This is an optimization exercise on Yosys and OpenROAD, whose aim is a short achievable clock period and few clock cycles, not a production implementation.
The RTL was checked by simulation tests, not by an equivalence proof against the original design.
Power figures rest on the tool's default switching activity, not on a simulated workload.

$ cat run.sh
#!/bin/bash
# synth_recipe.tcl (not shown) runs the flow's synth.tcl, then flattens the netlist and writes it again
# the make line also repeats each setting of config.mk as NAME=value (left out here)
make -C /OpenROAD-flow-scripts/flow DESIGN_CONFIG=/design/flow/config.mk WORK_HOME=/design/flow/orfs CLKGATE_MAP_FILE= SYNTH_SCRIPT=/design/flow/synth_recipe.tcl finish
$ cat constraint.sdc
create_clock -name core_clock -period 9.5 [get_ports {clk}]
set_input_delay 1.9000 -clock core_clock [delete_from_list [all_inputs] [get_ports {clk}]]
set_output_delay 1.9000 -clock core_clock [all_outputs]
set_load 0.01 [all_outputs]
$ cat config.mk
export PLATFORM = sky130hd
export DESIGN_NAME = rgbvm_core
export DESIGN_NICKNAME = rgbvm_core
export VERILOG_FILES = /design/flow/design.v
export SDC_FILE = /design/flow/constraint.sdc
export NUM_CORES = 4
export LEC_CHECK = 0
export CAP_MARGIN = 20
export CORE_MARGIN = 2
export CORE_UTILIZATION = 40
export SLEW_MARGIN = 20
$ cat design.v
module rgbvm_core (
    input  wire        clk,
    input  wire        rst,
    input  wire        start,
    input  wire [31:0] entry_ip,
    input  wire [16:0] entry_sp,
    input  wire [16:0] stack_top,
    input  wire [16:0] stack_low,
    input  wire        budget_en,
    input  wire [31:0] budget,
    output reg         busy,
    output reg         done,
    output reg  [2:0]  status,
    output wire [31:0] res_ip,
    output wire [16:0] res_sp,
    output wire [31:0] res_count,
    output reg         mem_en,
    output reg         mem_we,
    output reg  [15:0] mem_addr,
    output reg  [7:0]  mem_wdata,
    input  wire [7:0]  mem_rdata,
    output wire        call_req,
    output wire [7:0]  call_id,
    output wire [16:0] call_sp,
    input  wire        call_ack,
    input  wire        call_ok,
    output wire        out_req,
    output wire [7:0]  out_data,
    input  wire        out_ack,
    input  wire        out_ok
);
    localparam integer QN = 16;
    localparam [2:0] ST_HALTED    = 3'd0;
    localparam [2:0] ST_INVALIDOP = 3'd1;
    localparam [2:0] ST_OVERFLOW  = 3'd2;
    localparam [2:0] ST_UNDERFLOW = 3'd3;
    localparam [2:0] ST_DIVZERO   = 3'd4;
    localparam [2:0] ST_INVCALL   = 3'd5;
    localparam [2:0] ST_OOB       = 3'd6;
    localparam [2:0] ST_YIELDED   = 3'd7;
    localparam [7:0] OP_NOOP  = 8'h00, OP_PUSH  = 8'h01, OP_POP   = 8'h02,
                     OP_PC8   = 8'h03, OP_PC16  = 8'h04, OP_PC32  = 8'h05,
                     OP_DUP   = 8'h06, OP_SWAP  = 8'h07, OP_POP8  = 8'h08,
                     OP_PUSH8 = 8'h09, OP_CONS  = 8'h0A, OP_OUT   = 8'h0E,
                     OP_HALT  = 8'h0F, OP_ADD   = 8'h10, OP_SUB   = 8'h11,
                     OP_MUL   = 8'h12, OP_DIV   = 8'h13, OP_MOD   = 8'h14,
                     OP_INV   = 8'h15, OP_ABS   = 8'h16, OP_ADD8  = 8'h17,
                     OP_JRNZ  = 8'h20, OP_JRZ   = 8'h21, OP_JR    = 8'h22,
                     OP_CALL  = 8'h23, OP_EQ    = 8'h30, OP_NEQ   = 8'h31,
                     OP_LT    = 8'h32, OP_BT    = 8'h33, OP_LTE   = 8'h34,
                     OP_BTE   = 8'h35, OP_SIN   = 8'h40, OP_COS   = 8'h41;
    localparam [3:0] E_IDLE = 4'd0,
                     E_RUN  = 4'd1,    
                     E_MEM  = 4'd2,    
                     E_WB   = 4'd3,    
                     E_HOST = 4'd4,    
                     E_MUL1 = 4'd5,
                     E_MUL2 = 4'd6,
                     E_DIVA = 4'd7,
                     E_DIVB = 4'd8,
                     E_DIVI = 4'd9,
                     E_DIVF = 4'd10;
    localparam [2:0] K_PUSH = 3'd0, K_PUSH8 = 3'd1, K_FILL = 3'd2,
                     K_POP  = 3'd3, K_SPILL = 3'd4;
    reg [3:0]  est;
    reg [31:0] ip;
    reg [31:0] ip_cur;      
    reg [16:0] sp, spp4, spm4;
    reg [14:0] dep;         
    reg [31:0] cnt;
    reg        bud_ok;      
    reg [16:0] top_r;
    reg [17:0] lowp4_r;
    reg        ben_r;
    reg [31:0] bud_r;
    reg [16:0] minsp;
    reg [31:0] cv [0:7];
    reg [16:0] ca [0:7];
    reg [7:0]  cvl, cdt;
    reg [7:0]  q [0:QN-1];
    reg [4:0]  qn;
    reg [16:0] fa;          
    reg        acc_f;       
    reg        arr_f;       
    reg        acc_r;       
    reg        arr_r;       
    reg [2:0]  mo_kind;
    reg        mo_we;
    reg [15:0] mo_addr;
    reg [16:0] mo_a0;
    reg [2:0]  mo_n;        
    reg [1:0]  mo_ri;       
    reg [1:0]  mo_last;
    reg [23:0] mo_wd;
    reg [23:0] mo_rb;
    reg [2:0]  mo_e;
    reg        pop_qf, pop_inv;
    reg [2:0]  wb_e;
    reg [1:0]  wb_i;
    reg [15:0] wb_addr;
    reg [31:0] wb_data;
    reg        hk_call;
    reg [7:0]  call_id_r;
    reg [7:0]  out_data_r;
    reg [31:0] ma, mb;
    reg [31:0] mp0;
    reg [15:0] mp1;
    reg        dv_mod, dv_qneg, dv_rneg;
    reg [31:0] dq, drem, ddvs;
    reg [4:0]  dcnt;
    assign res_ip    = ip;
    assign res_sp    = sp;
    assign res_count = cnt;
    assign call_req = (est == E_HOST) && hk_call;
    assign out_req  = (est == E_HOST) && !hk_call;
    assign call_id  = call_id_r;
    assign call_sp  = sp;
    assign out_data = out_data_r;
    wire [7:0] op = q[0];
    wire [7:0] b1 = q[1];
    wire [7:0] b2 = q[2];
    wire [7:0] b3 = q[3];
    wire [7:0] b4 = q[4];
    reg        d_valid;
    reg [2:0]  d_len;
    reg [1:0]  d_need;
    reg        d_push;
    always @(*) begin
        d_valid = 1'b1;
        d_len   = 3'd1;
        d_need  = 2'd0;
        d_push  = 1'b0;
        case (op)
            OP_NOOP, OP_HALT: ;
            OP_PUSH, OP_PUSH8: begin d_len = 3'd3; d_push = 1'b1; end
            OP_PC8:  begin d_len = 3'd2; d_push = 1'b1; end
            OP_PC16: begin d_len = 3'd3; d_push = 1'b1; end
            OP_PC32: begin d_len = 3'd5; d_push = 1'b1; end
            OP_DUP:  begin d_need = 2'd1; d_push = 1'b1; end
            OP_POP, OP_POP8: begin d_len = 3'd3; d_need = 2'd1; end
            OP_CONS, OP_OUT, OP_INV, OP_ABS, OP_SIN, OP_COS: d_need = 2'd1;
            OP_ADD8, OP_JRNZ, OP_JRZ: begin d_len = 3'd2; d_need = 2'd1; end
            OP_JR, OP_CALL: d_len = 3'd2;
            OP_SWAP, OP_ADD, OP_SUB, OP_MUL, OP_DIV, OP_MOD,
            OP_EQ, OP_NEQ, OP_LT, OP_BT, OP_LTE, OP_BTE: d_need = 2'd2;
            default: d_valid = 1'b0;
        endcase
    end
    wire c_pushm = (op == OP_PUSH);
    wire c_push8 = (op == OP_PUSH8);
    wire c_popm  = (op == OP_POP);
    wire c_pop8  = (op == OP_POP8);
    wire c_pc    = (op == OP_PC8) || (op == OP_PC16) || (op == OP_PC32);
    wire c_dup   = (op == OP_DUP);
    wire c_swap  = (op == OP_SWAP);
    wire c_cons  = (op == OP_CONS);
    wire c_out   = (op == OP_OUT);
    wire c_halt  = (op == OP_HALT);
    wire c_call  = (op == OP_CALL);
    wire c_mul   = (op == OP_MUL);
    wire c_div   = (op == OP_DIV) || (op == OP_MOD);
    wire c_jcc   = (op == OP_JRNZ) || (op == OP_JRZ);
    wire c_jr    = (op == OP_JR);
    wire c_bin   = (op == OP_ADD) || (op == OP_SUB) || (op == OP_EQ) || (op == OP_NEQ) ||
                   (op == OP_LT) || (op == OP_BT) || (op == OP_LTE) || (op == OP_BTE);
    wire c_un    = (op == OP_INV) || (op == OP_ABS) || (op == OP_ADD8) ||
                   (op == OP_SIN) || (op == OP_COS);
    wire [2:0]  e0 = dep[2:0];             
    wire [2:0]  e1 = dep[2:0] - 3'd1;      
    wire [2:0]  ep = dep[2:0] + 3'd1;      
    wire [31:0] tos = cv[e0];
    wire [31:0] nos = cv[e1];
    wire        tos_hit = cvl[e0] && (ca[e0] == sp);
    wire        nos_hit = cvl[e1] && (ca[e1] == spp4);
    wire        ps_ok   = !(cvl[ep] && cdt[ep] && (ca[ep] != spm4));
    wire        any_dirty = |cdt;
    reg [2:0] dprio;       
    always @(*) begin
        casez (cdt)
            8'b???????1: dprio = 3'd0;
            8'b??????10: dprio = 3'd1;
            8'b?????100: dprio = 3'd2;
            8'b????1000: dprio = 3'd3;
            8'b???10000: dprio = 3'd4;
            8'b??100000: dprio = 3'd5;
            8'b?1000000: dprio = 3'd6;
            default:     dprio = 3'd7;
        endcase
    end
    wire        ip_bad   = |ip[31:16];
    wire [16:0] last_b   = {1'b0, ip[15:0]} + {14'd0, d_len} - 17'd1;
    wire        opnd_oob = last_b[16];
    wire        ovf      = (d_need != 2'd0) && (dep < {13'd0, d_need});
    wire        unf      = d_push && ({1'b0, sp} < lowp4_r);
    wire [15:0] ea       = {b2, b1};
    wire        ea_oob   = (ea > 16'hFFFC);
    wire [17:0] ea_end   = {2'b00, ea} + ((c_pushm || c_popm) ? 18'd4 : 18'd1);
    wire        ea_ovl   = (ea_end > {1'b0, minsp}) && ({2'b00, ea} < {1'b0, top_r});
    wire        ea_qovl  = ({2'b00, ea} <= {1'b0, fa}) && (ea_end > {2'b00, ip[15:0]});
    wire        r2_near  = ({1'b0, sp} <= {1'b0, fa} + 18'd4) &&
                           ({1'b0, sp} + 18'd8 > {2'b00, ip[15:0]});
    wire        zblk_fa  = any_dirty && (fa >= minsp) && (fa < top_r);
    wire [7:0]  sin_idx = (op == OP_COS) ? (tos[7:0] + 8'd64) : tos[7:0];
    wire [7:0]  sin_val;
    rgbvm_sin_rom u_sin (
        .idx(sin_idx),
        .val(sin_val)
    );
    wire [31:0] sx8 = {{24{b1[7]}}, b1};
    wire        eqv = (nos == tos);
    wire        ltv = ($signed(nos) < $signed(tos));
    reg [31:0] alu;
    always @(*) begin
        case (op)
            OP_ADD:  alu = nos + tos;
            OP_SUB:  alu = nos - tos;
            OP_EQ:   alu = {31'd0, eqv};
            OP_NEQ:  alu = {31'd0, !eqv};
            OP_LT:   alu = {31'd0, ltv};
            OP_BT:   alu = {31'd0, !ltv && !eqv};
            OP_LTE:  alu = {31'd0, ltv || eqv};
            OP_BTE:  alu = {31'd0, !ltv};
            OP_INV:  alu = 32'd0 - tos;
            OP_ABS:  alu = tos[31] ? (32'd0 - tos) : tos;
            OP_ADD8: alu = tos + sx8;
            OP_SIN, OP_COS: alu = {24'd0, sin_val};
            default: alu = 32'd0;
        endcase
    end
    reg [31:0] pval;       
    always @(*) begin
        case (op)
            OP_PC8:  pval = sx8;
            OP_PC16: pval = {{16{b2[7]}}, b2, b1};
            OP_PC32: pval = {b4, b3, b2, b1};
            default: pval = tos;
        endcase
    end
    wire [31:0] ip_nx  = ip + {29'd0, d_len};
    wire [31:0] ip_tgt = ip_nx + sx8;
    wire        tos_z  = (tos == 32'd0);
    wire        jtake  = c_jr || (op == OP_JRNZ && !tos_z) || (op == OP_JRZ && tos_z);
    reg [4:0] dclz;
    integer   k;
    always @(*) begin
        dclz = 5'd0;
        for (k = 0; k < 32; k = k + 1)
            if (dq[k]) dclz = 5'd31 - k[4:0];
    end
    wire        dq_zero = (dq == 32'd0);
    wire [4:0]  dsh     = {dclz[4:1], 1'b0};
    wire [32:0] dt1 = {drem, dq[31]} - {1'b0, ddvs};
    wire [31:0] dr1 = dt1[32] ? {drem[30:0], dq[31]} : dt1[31:0];
    wire [32:0] dt2 = {dr1, dq[30]} - {1'b0, ddvs};
    wire [31:0] dr2 = dt2[32] ? {dr1[30:0], dq[30]} : dt2[31:0];
    reg        t_eacc, t_ewe;         
    reg [15:0] t_eaddr;
    reg [7:0]  t_ewd;
    reg        t_hold;                
    reg [2:0]  t_cons;                
    reg        t_qfl;                 
    reg [16:0] t_qfa;                 
    reg        t_fin;
    reg [2:0]  t_fst;
    reg        t_wa;                  
    reg [2:0]  t_wae;
    reg [16:0] t_waa;
    reg [31:0] t_wav;
    reg        t_wad;
    reg        t_wb2;                 
    reg        t_cd;                  
    reg [2:0]  t_cde;
    reg        t_inv;                 
    reg [1:0]  t_spop;                
    reg        t_wbst;                
    reg        t_fault;
    reg [2:0]  t_fcode;
    reg [16:0] t_fa;
    reg        t_fgo;
    reg        t_room;
    reg [4:0]  t_base;
    reg [31:0] t_rv;
    reg [7:0]  t_rem;
    integer i;
    always @(posedge clk) begin
        t_eacc = 1'b0; t_ewe = 1'b0; t_eaddr = 16'd0; t_ewd = 8'd0;
        t_hold = 1'b0; t_cons = 3'd0; t_qfl = 1'b0; t_qfa = 17'd0;
        t_fin = 1'b0; t_fst = 3'd0;
        t_wa = 1'b0; t_wae = 3'd0; t_waa = 17'd0; t_wav = 32'd0; t_wad = 1'b0;
        t_wb2 = 1'b0; t_cd = 1'b0; t_cde = 3'd0; t_inv = 1'b0; t_spop = 2'd0;
        t_wbst = 1'b0; t_fault = 1'b0; t_fcode = 3'd0;
        t_rv = {mem_rdata, mo_rb};
        t_rem = 8'd0;
        if (rst) begin
            est    <= E_IDLE;
            busy   <= 1'b0;
            done   <= 1'b0;
            mem_en <= 1'b0;
            mem_we <= 1'b0;
            acc_f  <= 1'b0;
            arr_f  <= 1'b0;
            acc_r  <= 1'b0;
            arr_r  <= 1'b0;
            qn     <= 5'd0;
            cvl    <= 8'd0;
            cdt    <= 8'd0;
        end else begin
            done <= 1'b0;
            case (est)
                E_IDLE: begin
                    t_hold = 1'b1;
                    if (start) begin
                        ip      <= entry_ip;
                        sp      <= entry_sp;
                        spp4    <= entry_sp + 17'd4;
                        spm4    <= entry_sp - 17'd4;
                        dep     <= stack_top[16:2] - entry_sp[16:2];
                        cnt     <= 32'd0;
                        bud_ok  <= !(budget_en && budget == 32'd0);
                        top_r   <= stack_top;
                        lowp4_r <= {1'b0, stack_low} + 18'd4;
                        ben_r   <= budget_en;
                        bud_r   <= budget;
                        minsp   <= entry_sp;
                        t_inv   = 1'b1;
                        busy    <= 1'b1;
                        est     <= E_RUN;
                        t_hold  = 1'b0;
                        t_qfl   = 1'b1;
                        t_qfa   = (entry_ip[31:16] != 16'd0) ? 17'h10000 : {1'b0, entry_ip[15:0]};
                    end
                end
                E_RUN: begin
                    if (!bud_ok) begin
                        t_fault = 1'b1; t_fcode = ST_YIELDED;
                    end else if (ip_bad) begin
                        t_fault = 1'b1; t_fcode = ST_OOB;
                    end else if (qn == 5'd0) begin
                        if (zblk_fa) t_wbst = 1'b1;
                    end else if (!d_valid) begin
                        t_fault = 1'b1; t_fcode = ST_INVALIDOP;
                    end else if (opnd_oob) begin
                        t_fault = 1'b1; t_fcode = ST_OOB;
                    end else if (qn < {2'b00, d_len}) begin
                        if (zblk_fa) t_wbst = 1'b1;
                    end else if (ovf) begin
                        t_fault = 1'b1; t_fcode = ST_OVERFLOW;
                    end else if (unf) begin
                        t_fault = 1'b1; t_fcode = ST_UNDERFLOW;
                    end else if (d_need != 2'd0 && !tos_hit) begin
                        t_eacc = 1'b1;
                        mo_e   <= e0;
                        mo_ri  <= 2'd0;
                        mo_last <= 2'd3;
                        est    <= E_MEM;
                        if (cdt[e0]) begin
                            t_ewe   = 1'b1;
                            t_eaddr = ca[e0][15:0];
                            t_ewd   = cv[e0][7:0];
                            mo_kind <= K_SPILL;
                            mo_we   <= 1'b1;
                            mo_addr <= ca[e0][15:0] + 16'd1;
                            mo_wd   <= cv[e0][31:8];
                            mo_n    <= 3'd3;
                        end else begin
                            t_eaddr = sp[15:0];
                            mo_kind <= K_FILL;
                            mo_we   <= 1'b0;
                            mo_a0   <= sp;
                            mo_addr <= sp[15:0] + 16'd1;
                            mo_n    <= 3'd3;
                        end
                    end else if (d_need == 2'd2 && !nos_hit) begin
                        t_eacc = 1'b1;
                        mo_e   <= e1;
                        mo_ri  <= 2'd0;
                        mo_last <= 2'd3;
                        est    <= E_MEM;
                        if (cdt[e1]) begin
                            t_ewe   = 1'b1;
                            t_eaddr = ca[e1][15:0];
                            t_ewd   = cv[e1][7:0];
                            mo_kind <= K_SPILL;
                            mo_we   <= 1'b1;
                            mo_addr <= ca[e1][15:0] + 16'd1;
                            mo_wd   <= cv[e1][31:8];
                            mo_n    <= 3'd3;
                        end else begin
                            t_eaddr = spp4[15:0];
                            mo_kind <= K_FILL;
                            mo_we   <= 1'b0;
                            mo_a0   <= spp4;
                            mo_addr <= spp4[15:0] + 16'd1;
                            mo_n    <= 3'd3;
                        end
                    end else if (c_div && tos_z) begin
                        t_fault = 1'b1; t_fcode = ST_DIVZERO;
                    end else if ((c_pushm || c_popm) && ea_oob) begin
                        t_fault = 1'b1; t_fcode = ST_OOB;
                    end else if (d_push && !ps_ok) begin
                        t_eacc  = 1'b1;
                        t_ewe   = 1'b1;
                        t_eaddr = ca[ep][15:0];
                        t_ewd   = cv[ep][7:0];
                        mo_e    <= ep;
                        mo_kind <= K_SPILL;
                        mo_we   <= 1'b1;
                        mo_addr <= ca[ep][15:0] + 16'd1;
                        mo_wd   <= cv[ep][31:8];
                        mo_n    <= 3'd3;
                        est     <= E_MEM;
                    end else if (any_dirty && (c_out || c_call || c_halt ||
                                 ((c_pushm || c_push8 || c_popm || c_pop8) && ea_ovl))) begin
                        t_wbst = 1'b1;
                    end else begin
                        t_cons = d_len;
                        ip_cur <= ip;
                        ip     <= ip_nx;
                        cnt    <= cnt + 32'd1;
                        bud_ok <= !(ben_r && ((cnt + 32'd1) >= bud_r));
                        if (c_pc || c_dup) begin
                            t_wa = 1'b1; t_wae = ep; t_waa = spm4; t_wav = pval; t_wad = 1'b1;
                            t_spop = 2'd2;
                        end
                        if (c_swap) begin
                            t_wa = 1'b1; t_wae = e0; t_waa = sp; t_wav = nos; t_wad = 1'b1;
                            t_wb2 = 1'b1;
                        end
                        if (c_cons) t_spop = 2'd1;
                        if (c_bin) begin
                            t_wa = 1'b1; t_wae = e1; t_waa = spp4; t_wav = alu; t_wad = 1'b1;
                            t_spop = 2'd1;
                        end
                        if (c_un) begin
                            t_wa = 1'b1; t_wae = e0; t_waa = sp; t_wav = alu; t_wad = 1'b1;
                        end
                        if (c_jcc) t_spop = 2'd1;
                        if (jtake) begin
                            ip    <= ip_tgt;
                            t_qfl = 1'b1;
                            t_qfa = (ip_tgt[31:16] != 16'd0) ? 17'h10000 : {1'b0, ip_tgt[15:0]};
                        end
                        if ((c_pc || c_dup || c_swap || c_bin || c_un) && r2_near) begin
                            t_qfl  = 1'b1;
                            t_qfa  = {1'b0, ip_nx[15:0]};
                            t_hold = 1'b1;
                        end
                        if (c_halt) begin
                            t_fin = 1'b1; t_fst = ST_HALTED;
                        end
                        if (c_call || c_out) begin
                            hk_call    <= c_call;
                            call_id_r  <= b1;
                            out_data_r <= tos[7:0];
                            t_hold     = 1'b1;
                            est        <= E_HOST;
                        end
                        if (c_mul) begin
                            ma  <= nos;
                            mb  <= tos;
                            est <= E_MUL1;
                        end
                        if (c_div) begin
                            ma     <= nos;
                            mb     <= tos;
                            dv_mod <= (op == OP_MOD);
                            est    <= E_DIVA;
                        end
                        if (c_pushm || c_push8) begin
                            t_eacc  = 1'b1;
                            t_eaddr = ea;
                            mo_kind <= c_pushm ? K_PUSH : K_PUSH8;
                            mo_we   <= 1'b0;
                            mo_addr <= ea + 16'd1;
                            mo_n    <= c_pushm ? 3'd3 : 3'd0;
                            mo_ri   <= 2'd0;
                            mo_last <= c_pushm ? 2'd3 : 2'd0;
                            est     <= E_MEM;
                        end
                        if (c_popm || c_pop8) begin
                            t_eacc  = 1'b1;
                            t_ewe   = 1'b1;
                            t_eaddr = ea;
                            t_ewd   = tos[7:0];
                            mo_kind <= K_POP;
                            mo_we   <= 1'b1;
                            mo_addr <= ea + 16'd1;
                            mo_wd   <= tos[31:8];
                            mo_n    <= c_popm ? 3'd3 : 3'd0;
                            pop_qf  <= ea_qovl;
                            pop_inv <= ea_ovl;
                            t_spop  = 2'd1;
                            est     <= E_MEM;
                        end
                    end
                    if (t_fault) begin
                        if (any_dirty) t_wbst = 1'b1;
                        else begin t_fin = 1'b1; t_fst = t_fcode; end
                    end
                    if (t_wbst) begin
                        t_eacc  = 1'b1;
                        t_ewe   = 1'b1;
                        t_eaddr = ca[dprio][15:0];
                        t_ewd   = cv[dprio][7:0];
                        wb_e    <= dprio;
                        wb_i    <= 2'd1;
                        wb_addr <= ca[dprio][15:0];
                        wb_data <= cv[dprio];
                        est     <= E_WB;
                    end
                end
                E_MEM: begin
                    if (mo_n != 3'd0) begin
                        t_eacc  = 1'b1;
                        t_ewe   = mo_we;
                        t_eaddr = mo_addr;
                        t_ewd   = mo_wd[7:0];
                        mo_addr <= mo_addr + 16'd1;
                        mo_n    <= mo_n - 3'd1;
                        mo_wd   <= {8'd0, mo_wd[23:8]};
                    end
                    if (arr_r) begin
                        mo_ri <= mo_ri + 2'd1;
                        case (mo_ri)
                            2'd0: mo_rb[7:0]   <= mem_rdata;
                            2'd1: mo_rb[15:8]  <= mem_rdata;
                            default: mo_rb[23:16] <= mem_rdata;
                        endcase
                    end
                    if (mo_we) begin
                        if (mo_n <= 3'd1) begin
                            est <= E_RUN;
                            if (mo_kind == K_SPILL) begin
                                t_cd = 1'b1; t_cde = mo_e;
                            end else begin
                                if (pop_inv) begin
                                    t_inv = 1'b1;
                                    minsp <= sp;
                                end
                                if (pop_qf) begin
                                    t_qfl = 1'b1;
                                    t_qfa = ip[31:16] != 16'd0 ? 17'h10000 : {1'b0, ip[15:0]};
                                end
                            end
                        end
                    end else if (arr_r && mo_ri == mo_last) begin
                        est <= E_RUN;
                        if (mo_kind == K_FILL) begin
                            t_wa = 1'b1; t_wae = mo_e; t_waa = mo_a0; t_wav = t_rv; t_wad = 1'b0;
                        end else begin
                            t_wa  = 1'b1; t_wae = ep; t_waa = spm4; t_wad = 1'b1;
                            t_wav = (mo_kind == K_PUSH) ? t_rv : {24'd0, mem_rdata};
                            t_spop = 2'd2;
                            if (r2_near) begin
                                t_qfl  = 1'b1;
                                t_qfa  = {1'b0, ip[15:0]};
                                t_hold = 1'b1;
                            end
                        end
                    end
                end
                E_WB: begin
                    t_eacc  = 1'b1;
                    t_ewe   = 1'b1;
                    t_eaddr = wb_addr + {14'd0, wb_i};
                    case (wb_i)
                        2'd0: t_ewd = wb_data[7:0];
                        2'd1: t_ewd = wb_data[15:8];
                        2'd2: t_ewd = wb_data[23:16];
                        default: t_ewd = wb_data[31:24];
                    endcase
                    wb_i <= wb_i + 2'd1;
                    if (wb_i == 2'd3) begin
                        t_cd = 1'b1; t_cde = wb_e;
                        t_rem = cdt & ~(8'd1 << wb_e);
                        if (t_rem == 8'd0) begin
                            est <= E_RUN;
                        end else begin
                            for (i = 7; i >= 0; i = i - 1)
                                if (t_rem[i]) begin
                                    wb_e    <= i[2:0];
                                    wb_addr <= ca[i][15:0];
                                    wb_data <= cv[i];
                                end
                        end
                    end
                end
                E_HOST: begin
                    t_hold = 1'b1;
                    if (hk_call && call_ack) begin
                        if (call_ok) begin
                            t_inv  = 1'b1;
                            minsp  <= sp;
                            t_qfl  = 1'b1;
                            t_qfa  = ip[31:16] != 16'd0 ? 17'h10000 : {1'b0, ip[15:0]};
                            t_hold = 1'b0;
                            est    <= E_RUN;
                        end else begin
                            ip  <= ip_cur;
                            cnt <= cnt - 32'd1;
                            t_fin = 1'b1; t_fst = ST_INVCALL;
                        end
                    end else if (!hk_call && out_ack) begin
                        if (out_ok) begin
                            t_spop = 2'd1;
                            t_hold = 1'b0;
                            est    <= E_RUN;
                        end else begin
                            ip  <= ip_cur;
                            cnt <= cnt - 32'd1;
                            t_fin = 1'b1; t_fst = ST_INVCALL;
                        end
                    end
                end
                E_MUL1: begin
                    mp0 <= ma * mb[15:0];
                    mp1 <= ma[15:0] * mb[31:16];
                    est <= E_MUL2;
                end
                E_MUL2: begin
                    t_wa = 1'b1; t_wae = e1; t_waa = spp4; t_wad = 1'b1;
                    t_wav = mp0 + {mp1, 16'd0};
                    t_spop = 2'd1;
                    est <= E_RUN;
                    if (r2_near) begin
                        t_qfl  = 1'b1;
                        t_qfa  = {1'b0, ip[15:0]};
                        t_hold = 1'b1;
                    end
                end
                E_DIVA: begin
                    dq      <= ma[31] ? (32'd0 - ma) : ma;
                    ddvs    <= mb[31] ? (32'd0 - mb) : mb;
                    dv_qneg <= ma[31] ^ mb[31];
                    dv_rneg <= ma[31];
                    est     <= E_DIVB;
                end
                E_DIVB: begin
                    drem <= 32'd0;
                    if (dq_zero) begin
                        est <= E_DIVF;
                    end else begin
                        dq   <= dq << dsh;
                        dcnt <= 5'd15 - {1'b0, dsh[4:1]};
                        est  <= E_DIVI;
                    end
                end
                E_DIVI: begin
                    drem <= dr2;
                    dq   <= {dq[29:0], !dt1[32], !dt2[32]};
                    dcnt <= dcnt - 5'd1;
                    if (dcnt == 5'd0) est <= E_DIVF;
                end
                E_DIVF: begin
                    t_wa = 1'b1; t_wae = e1; t_waa = spp4; t_wad = 1'b1;
                    if (dv_mod) t_wav = dv_rneg ? (32'd0 - drem) : drem;
                    else        t_wav = dv_qneg ? (32'd0 - dq) : dq;
                    t_spop = 2'd1;
                    est <= E_RUN;
                    if (r2_near) begin
                        t_qfl  = 1'b1;
                        t_qfa  = {1'b0, ip[15:0]};
                        t_hold = 1'b1;
                    end
                end
                default: begin
                    est <= E_IDLE;
                    t_hold = 1'b1;
                end
            endcase
            if (t_fin) begin
                status <= t_fst;
                busy   <= 1'b0;
                done   <= 1'b1;
                est    <= E_IDLE;
                t_hold = 1'b1;
            end
            if (t_wa) begin
                cv[t_wae] <= t_wav;
                ca[t_wae] <= t_waa;
            end
            if (t_wb2) begin
                cv[e1] <= tos;
                ca[e1] <= spp4;
            end
            if (t_inv) begin
                cvl <= 8'd0;
                cdt <= 8'd0;
            end else begin
                for (i = 0; i < 8; i = i + 1) begin
                    if ((t_wa && t_wae == i[2:0]) || (t_wb2 && e1 == i[2:0])) begin
                        cvl[i] <= 1'b1;
                        cdt[i] <= t_wb2 ? 1'b1 : t_wad;
                    end else if (t_cd && t_cde == i[2:0]) begin
                        cdt[i] <= 1'b0;
                    end
                end
            end
            if (t_spop == 2'd1) begin
                sp   <= spp4;
                spp4 <= spp4 + 17'd4;
                spm4 <= sp;
                dep  <= dep - 15'd1;
            end else if (t_spop == 2'd2) begin
                sp   <= spm4;
                spp4 <= sp;
                spm4 <= spm4 - 17'd4;
                dep  <= dep + 15'd1;
                if (spm4 < minsp) minsp <= spm4;
            end
            t_base = qn - {2'b00, t_cons};
            if (t_qfl) begin
                qn <= 5'd0;
            end else begin
                qn <= t_base + {4'd0, arr_f};
                for (i = 0; i < QN; i = i + 1) begin
                    if (arr_f && t_base == i[4:0])
                        q[i] <= mem_rdata;
                    else
                        case (t_cons)
                            3'd1: q[i] <= (i + 1 < QN) ? q[(i + 1) % QN] : 8'd0;
                            3'd2: q[i] <= (i + 2 < QN) ? q[(i + 2) % QN] : 8'd0;
                            3'd3: q[i] <= (i + 3 < QN) ? q[(i + 3) % QN] : 8'd0;
                            3'd4: q[i] <= (i + 4 < QN) ? q[(i + 4) % QN] : 8'd0;
                            3'd5: q[i] <= (i + 5 < QN) ? q[(i + 5) % QN] : 8'd0;
                            default: ;
                        endcase
                end
            end
            t_fa   = t_qfl ? t_qfa : fa;
            t_room = t_qfl || ({1'b0, qn} + {5'd0, arr_f} + {5'd0, acc_f} <= QN - 1);
            t_fgo  = !t_eacc && !t_hold && !t_fa[16] && t_room &&
                     !(any_dirty && (t_fa >= minsp) && (t_fa < top_r));
            if (t_eacc) begin
                mem_en    <= 1'b1;
                mem_we    <= t_ewe;
                mem_addr  <= t_eaddr;
                mem_wdata <= t_ewd;
            end else if (t_fgo) begin
                mem_en    <= 1'b1;
                mem_we    <= 1'b0;
                mem_addr  <= t_fa[15:0];
            end else begin
                mem_en    <= 1'b0;
                mem_we    <= 1'b0;
            end
            fa    <= t_fgo ? t_fa + 17'd1 : t_fa;
            acc_f <= t_fgo && !t_eacc;
            arr_f <= acc_f && !t_qfl;
            acc_r <= t_eacc && !t_ewe;
            arr_r <= acc_r;
        end
    end
endmodule
module rgbvm_sin_rom (
    input  wire [7:0] idx,
    output reg  [7:0] val
);
    always @(*) begin
        case (idx)
            8'd0: val = 8'd128;
            8'd1: val = 8'd131;
            8'd2: val = 8'd134;
            8'd3: val = 8'd137;
            8'd4: val = 8'd140;
            8'd5: val = 8'd143;
            8'd6: val = 8'd146;
            8'd7: val = 8'd149;
            8'd8: val = 8'd152;
            8'd9: val = 8'd155;
            8'd10: val = 8'd158;
            8'd11: val = 8'd162;
            8'd12: val = 8'd165;
            8'd13: val = 8'd167;
            8'd14: val = 8'd170;
            8'd15: val = 8'd173;
            8'd16: val = 8'd176;
            8'd17: val = 8'd179;
            8'd18: val = 8'd182;
            8'd19: val = 8'd185;
            8'd20: val = 8'd188;
            8'd21: val = 8'd190;
            8'd22: val = 8'd193;
            8'd23: val = 8'd196;
            8'd24: val = 8'd198;
            8'd25: val = 8'd201;
            8'd26: val = 8'd203;
            8'd27: val = 8'd206;
            8'd28: val = 8'd208;
            8'd29: val = 8'd211;
            8'd30: val = 8'd213;
            8'd31: val = 8'd215;
            8'd32: val = 8'd218;
            8'd33: val = 8'd220;
            8'd34: val = 8'd222;
            8'd35: val = 8'd224;
            8'd36: val = 8'd226;
            8'd37: val = 8'd228;
            8'd38: val = 8'd230;
            8'd39: val = 8'd232;
            8'd40: val = 8'd234;
            8'd41: val = 8'd235;
            8'd42: val = 8'd237;
            8'd43: val = 8'd238;
            8'd44: val = 8'd240;
            8'd45: val = 8'd241;
            8'd46: val = 8'd243;
            8'd47: val = 8'd244;
            8'd48: val = 8'd245;
            8'd49: val = 8'd246;
            8'd50: val = 8'd248;
            8'd51: val = 8'd249;
            8'd52: val = 8'd250;
            8'd53: val = 8'd250;
            8'd54: val = 8'd251;
            8'd55: val = 8'd252;
            8'd56: val = 8'd253;
            8'd57: val = 8'd253;
            8'd58: val = 8'd254;
            8'd59: val = 8'd254;
            8'd60: val = 8'd254;
            8'd61: val = 8'd255;
            8'd62: val = 8'd255;
            8'd63: val = 8'd255;
            8'd64: val = 8'd255;
            8'd65: val = 8'd255;
            8'd66: val = 8'd255;
            8'd67: val = 8'd255;
            8'd68: val = 8'd254;
            8'd69: val = 8'd254;
            8'd70: val = 8'd254;
            8'd71: val = 8'd253;
            8'd72: val = 8'd253;
            8'd73: val = 8'd252;
            8'd74: val = 8'd251;
            8'd75: val = 8'd250;
            8'd76: val = 8'd250;
            8'd77: val = 8'd249;
            8'd78: val = 8'd248;
            8'd79: val = 8'd246;
            8'd80: val = 8'd245;
            8'd81: val = 8'd244;
            8'd82: val = 8'd243;
            8'd83: val = 8'd241;
            8'd84: val = 8'd240;
            8'd85: val = 8'd238;
            8'd86: val = 8'd237;
            8'd87: val = 8'd235;
            8'd88: val = 8'd234;
            8'd89: val = 8'd232;
            8'd90: val = 8'd230;
            8'd91: val = 8'd228;
            8'd92: val = 8'd226;
            8'd93: val = 8'd224;
            8'd94: val = 8'd222;
            8'd95: val = 8'd220;
            8'd96: val = 8'd218;
            8'd97: val = 8'd215;
            8'd98: val = 8'd213;
            8'd99: val = 8'd211;
            8'd100: val = 8'd208;
            8'd101: val = 8'd206;
            8'd102: val = 8'd203;
            8'd103: val = 8'd201;
            8'd104: val = 8'd198;
            8'd105: val = 8'd196;
            8'd106: val = 8'd193;
            8'd107: val = 8'd190;
            8'd108: val = 8'd188;
            8'd109: val = 8'd185;
            8'd110: val = 8'd182;
            8'd111: val = 8'd179;
            8'd112: val = 8'd176;
            8'd113: val = 8'd173;
            8'd114: val = 8'd170;
            8'd115: val = 8'd167;
            8'd116: val = 8'd165;
            8'd117: val = 8'd162;
            8'd118: val = 8'd158;
            8'd119: val = 8'd155;
            8'd120: val = 8'd152;
            8'd121: val = 8'd149;
            8'd122: val = 8'd146;
            8'd123: val = 8'd143;
            8'd124: val = 8'd140;
            8'd125: val = 8'd137;
            8'd126: val = 8'd134;
            8'd127: val = 8'd131;
            8'd128: val = 8'd128;
            8'd129: val = 8'd124;
            8'd130: val = 8'd121;
            8'd131: val = 8'd118;
            8'd132: val = 8'd115;
            8'd133: val = 8'd112;
            8'd134: val = 8'd109;
            8'd135: val = 8'd106;
            8'd136: val = 8'd103;
            8'd137: val = 8'd100;
            8'd138: val = 8'd97;
            8'd139: val = 8'd93;
            8'd140: val = 8'd90;
            8'd141: val = 8'd88;
            8'd142: val = 8'd85;
            8'd143: val = 8'd82;
            8'd144: val = 8'd79;
            8'd145: val = 8'd76;
            8'd146: val = 8'd73;
            8'd147: val = 8'd70;
            8'd148: val = 8'd67;
            8'd149: val = 8'd65;
            8'd150: val = 8'd62;
            8'd151: val = 8'd59;
            8'd152: val = 8'd57;
            8'd153: val = 8'd54;
            8'd154: val = 8'd52;
            8'd155: val = 8'd49;
            8'd156: val = 8'd47;
            8'd157: val = 8'd44;
            8'd158: val = 8'd42;
            8'd159: val = 8'd40;
            8'd160: val = 8'd37;
            8'd161: val = 8'd35;
            8'd162: val = 8'd33;
            8'd163: val = 8'd31;
            8'd164: val = 8'd29;
            8'd165: val = 8'd27;
            8'd166: val = 8'd25;
            8'd167: val = 8'd23;
            8'd168: val = 8'd21;
            8'd169: val = 8'd20;
            8'd170: val = 8'd18;
            8'd171: val = 8'd17;
            8'd172: val = 8'd15;
            8'd173: val = 8'd14;
            8'd174: val = 8'd12;
            8'd175: val = 8'd11;
            8'd176: val = 8'd10;
            8'd177: val = 8'd9;
            8'd178: val = 8'd7;
            8'd179: val = 8'd6;
            8'd180: val = 8'd5;
            8'd181: val = 8'd5;
            8'd182: val = 8'd4;
            8'd183: val = 8'd3;
            8'd184: val = 8'd2;
            8'd185: val = 8'd2;
            8'd186: val = 8'd1;
            8'd187: val = 8'd1;
            8'd188: val = 8'd1;
            8'd189: val = 8'd0;
            8'd190: val = 8'd0;
            8'd191: val = 8'd0;
            8'd192: val = 8'd0;
            8'd193: val = 8'd0;
            8'd194: val = 8'd0;
            8'd195: val = 8'd0;
            8'd196: val = 8'd1;
            8'd197: val = 8'd1;
            8'd198: val = 8'd1;
            8'd199: val = 8'd2;
            8'd200: val = 8'd2;
            8'd201: val = 8'd3;
            8'd202: val = 8'd4;
            8'd203: val = 8'd5;
            8'd204: val = 8'd5;
            8'd205: val = 8'd6;
            8'd206: val = 8'd7;
            8'd207: val = 8'd9;
            8'd208: val = 8'd10;
            8'd209: val = 8'd11;
            8'd210: val = 8'd12;
            8'd211: val = 8'd14;
            8'd212: val = 8'd15;
            8'd213: val = 8'd17;
            8'd214: val = 8'd18;
            8'd215: val = 8'd20;
            8'd216: val = 8'd21;
            8'd217: val = 8'd23;
            8'd218: val = 8'd25;
            8'd219: val = 8'd27;
            8'd220: val = 8'd29;
            8'd221: val = 8'd31;
            8'd222: val = 8'd33;
            8'd223: val = 8'd35;
            8'd224: val = 8'd37;
            8'd225: val = 8'd40;
            8'd226: val = 8'd42;
            8'd227: val = 8'd44;
            8'd228: val = 8'd47;
            8'd229: val = 8'd49;
            8'd230: val = 8'd52;
            8'd231: val = 8'd54;
            8'd232: val = 8'd57;
            8'd233: val = 8'd59;
            8'd234: val = 8'd62;
            8'd235: val = 8'd65;
            8'd236: val = 8'd67;
            8'd237: val = 8'd70;
            8'd238: val = 8'd73;
            8'd239: val = 8'd76;
            8'd240: val = 8'd79;
            8'd241: val = 8'd82;
            8'd242: val = 8'd85;
            8'd243: val = 8'd88;
            8'd244: val = 8'd90;
            8'd245: val = 8'd93;
            8'd246: val = 8'd97;
            8'd247: val = 8'd100;
            8'd248: val = 8'd103;
            8'd249: val = 8'd106;
            8'd250: val = 8'd109;
            8'd251: val = 8'd112;
            8'd252: val = 8'd115;
            8'd253: val = 8'd118;
            8'd254: val = 8'd121;
            8'd255: val = 8'd124;
            default: val = 8'd0;
        endcase
    end
endmodule
==> metrics.md <==
| Metric | Value |
|---|---|
| Final period util | `96.6%` |
| Synth Area in XOR/XNOR | `4.86%` |
| Vias/cell | `6.38` |
| Critical path class | `register to register` |
| Post-synthesis cell area | `118,000 um^2` |
| Most frequent cells after synthesis | `1,416 x nand2_1, 1,210 x a21oi_1, 1,194 x edfxtp_1` |
| Cell Rows | `199` |
| FMAX | `109 MHz` |
| Peak supply drop | `173 uV` |
| EDFF count, synth | `1,194` |
| Clk root buf | `clkbuf_16` |
| Min-Delay Path Class | `register to register` |
| Io pins | `278` |
| Adder-cell area share of the yosys netlist | `13.3%` |
| Worst slew margin | `14.4%` |
| Area leader, netlist | `edfxtp_1` |
| Layout Utilization | `45.1%` |
| Clock sink count | `1,237` |
| Count of TritonRoute iterations in the first routing pass | `17` |
| Final design area excluding fillers | `133,000 um^2` |
| First-pass GRT wire length | `730 mm` |
| Synth warnings | `3` |
| Post-route antenna net violation count | `0` |
| CTS tree | `done` |
| Drt total wl | `508 mm` |
| Slowest-stage cell, CP | `nor4_1` |
| IO buf count | `277` |
| Post-Syn Area per Cell | `9.08 um^2` |
| Compound-gate portion of the synthesized area | `18.5%` |
| Maximum clock path buffer count | `4` |
| Core Footprint | `294,000 um^2` |
| CP required | `10,320 ps` |
| CTS H-tree depth | `4` |
| Hpwl dp | `369 mm` |
| Fin. max-slew vios | `0` |
| Ys async rst share | `0%` |
| Post-Syn Nets | `14,200` |
| Placed cell area | `127,000 um^2` |
| Status | `complete, no violations` |
| Gr usage total | `32.8%` |
| Yosys reg bits | `1,237` |
| Static Leak | `49.4 nW` |
| Hold Worst Slack | `464 ps` |
| Clk Latency, worst-skew pair | `920 ps` |
| Cell with the most instances after synthesis | `nand2_1` |
| Slowest stage delay, CP | `850 ps` |
| Final Skew | `109 ps` |
| TritonCTS Buffers | `167` |
| Seq/Total Area, Yosys | `31.0%` |
| GR Overflow Total | `0` |
| CP max FO | `26` |
| Pwr dens | `177 nW/um^2` |
| Full die area | `300,000 um^2` |
| Initial DRC Count | `16,000` |
| Largest family of logic cells by synthesized area | `compound AO/OA/AOI/OAI gates` |
| Area growth syn-to-layout | `12.2%` |
| Worst EP arrival | `9990 ps` |
| Pwr Total | `23.5 mW` |
| Top cell type's share of synthesized area | `30.3%` |
| Initial antenna violation count | `26` |
| Final Wtd Congestion | `1.01` |
| DR WL/cell | `29.7 um` |
| Synth top area cells | `edfxtp_1 30%, mux4_2 6.9%, fa_1 6.7%` |
| Fraction of layout cells with a size suffix above 1 | `11.1%` |
| Post-Synth Simple-Gate Area | `15.6%` |
| # setup viols final | `0` |
| Post-synth top flop | `edfxtp_1` |
| CP most frequent cell | `nand2_1` |
| Largest net degree at the start of global routing | `98` |
| Post-Syn Instances | `13,000` |
| Vias | `109,000` |
| Setup crit end kind | `register` |
| Final worst path period need | `9170 ps` |
| Total Negative Setup Slacks | `0 ps` |
| Clk pin slew, worst setup/hold paths | `70 ps` |
| Max_cap viols | `0` |
| Number of global-route vias before repair | `101,000` |
| Worst Tran Pin Value | `1250 ps` |
| Multiplexer share of the synthesized area | `10.8%` |
| Initial Utilization | `40.2%` |
| Final Hold Vio Count | `0` |
| Nets | `14,200` |
| Die Wd | `548 um` |
| Synth unique cells | `116` |
| Critical path launch point type | `register` |
| Die Height | `548 um` |
| DRC viols | `0` |
layout by cell type (no fill, tap or decap), drive strengths merged, types with 276 or more instances in the layout:
cell type         n
nand2          1418
a21oi          1210
edfxtp         1194
nor2           1178
inv             835
o21ai           758
ha              627
buf             523
xnor2           458
fa              395
mux2i           366
mux4            361
nand3           304
a211oi          290
clkdlybuf4s50   276
state kept, by name, indices dropped and copies added (netlist names), 18 cells and up, named ones only:
| name | flops |
|---|---|
| drem | 32 |
| bud_r | 32 |
| lowp4_r | 18 |
| cnt | 32 |
| ip_cur | 32 |
| ip | 32 |
| dq | 32 |
| cv | 256 |
| mp0 | 32 |
| ca | 136 |
| q | 128 |
| ma | 32 |
| wb_data | 32 |
| mo_wd | 24 |
| mb | 32 |
| mo_rb | 24 |
| ddvs | 32 |
stage by stage:
step	setup WS [ps]	cells
6_report	328	17100
5_1_grt	-21.8	17100
4_1_cts	8.03	17100
3_5_place_dp	-195	16800
3_3_place_gp	-132	16800
2_1_floorplan	-420	13000
kinds of logic after synthesis:
group | count (synthesis)
compound gates | 3469
mux | 809
buf+inv | 1814
fa+ha+maj | 1022
xor+xnor | 655
simple gates | 4027
flops | 1237
final timing paths:
check | from | slack (ps) | cells past startpoint | end
setup / recovery | dep[0]$_DFFE_PP_ | 330 | 28 | register
hold / removal | acc_r$_SDFF_PP0_ | 460 | 1 | arr_r$_SDFF_PP0_
setup reg to reg | dep[0]$_DFFE_PP_ | 330 | 28 | register
hold reg to reg | acc_r$_SDFF_PP0_ | 460 | 1 | arr_r$_SDFF_PP0_
cell type report:
cell class	count	area, um^2
fillers	28000	161000
multi-input cells	9982	75500
flip-flops and latches	1237	36700
repair buffers	799	6920
well taps	3919	4900
clock buffers	186	4310
inverters	839	3150
clock inverters	109	1170
diodes	17	42.5
routing by layer:
layer | up-vias | share of wire (%) | GRT usage [%]
met5 | - | 0.026 | 0
met4 | 18 | 5.7 | 16.1
met3 | 1263 | 12 | 7.94
met2 | 7135 | 42 | 48.1
met1 | 53100 | 40 | 45.1
li1 | 47600 | - | -
critical path, delay by kind of cell (launching register included):
family          cells  cell delay, ps
compound gates      7            1960
xor+xnor            1             190
fa+ha+maj           2             980
buf+inv             7            1510
flops               1             440
mux                 1             610
simple gates       10            3350
report_power, final:
group          switching, mW  internal (mW)  leakage, nW
clock network           2.77           3.84         2.64
logic                   6.21           3.51         35.9
registers              0.573           6.56         10.8
what timing repair did:
action | 4_1_cts | 5_1_grt
gates resized for setup | 3 | 35
hold buffers | 0 | 0
setup buffers | 0 | 5
setup endpoints to repair | 30 | 76
pin swaps | 0 | 8
Testbench counts, summed over its fixed seeds: cycles 711,311.

re-timing with driven ports:
The results above use ideal ports. As a check the final layout listed here was re-extracted and re-timed, cells and wires unchanged.
Step 1 (the two cells are an assumption about what drives the block):
set clk [get_ports {clk}]
set_driving_cell -lib_cell sky130_fd_sc_hd__clkbuf_16 $clk
set_driving_cell -lib_cell sky130_fd_sc_hd__buf_2 [delete_from_list [all_inputs] $clk]
Step 2 also shifts input and output timing later by t, the mid clock arrival at the registers, as if the neighbouring blocks saw the same clock.
a / b / c = ideal ports / drivers / drivers and shift; a / b = the first two.
shift t [ns]: 0.977
setup slack, ns: 0.328 / 0.328 / 0.328
worst setup path at the end: register to register
latest minus earliest clock arrival (ns): 0.109 / 0.110
slew at the worst register clock pin (ns): 0.07 / 0.07
After both steps setup and hold are still met in this run. For this run, drivers alone change the setup slack by 0.000 ns; drivers and shift together by 0.000 ns.
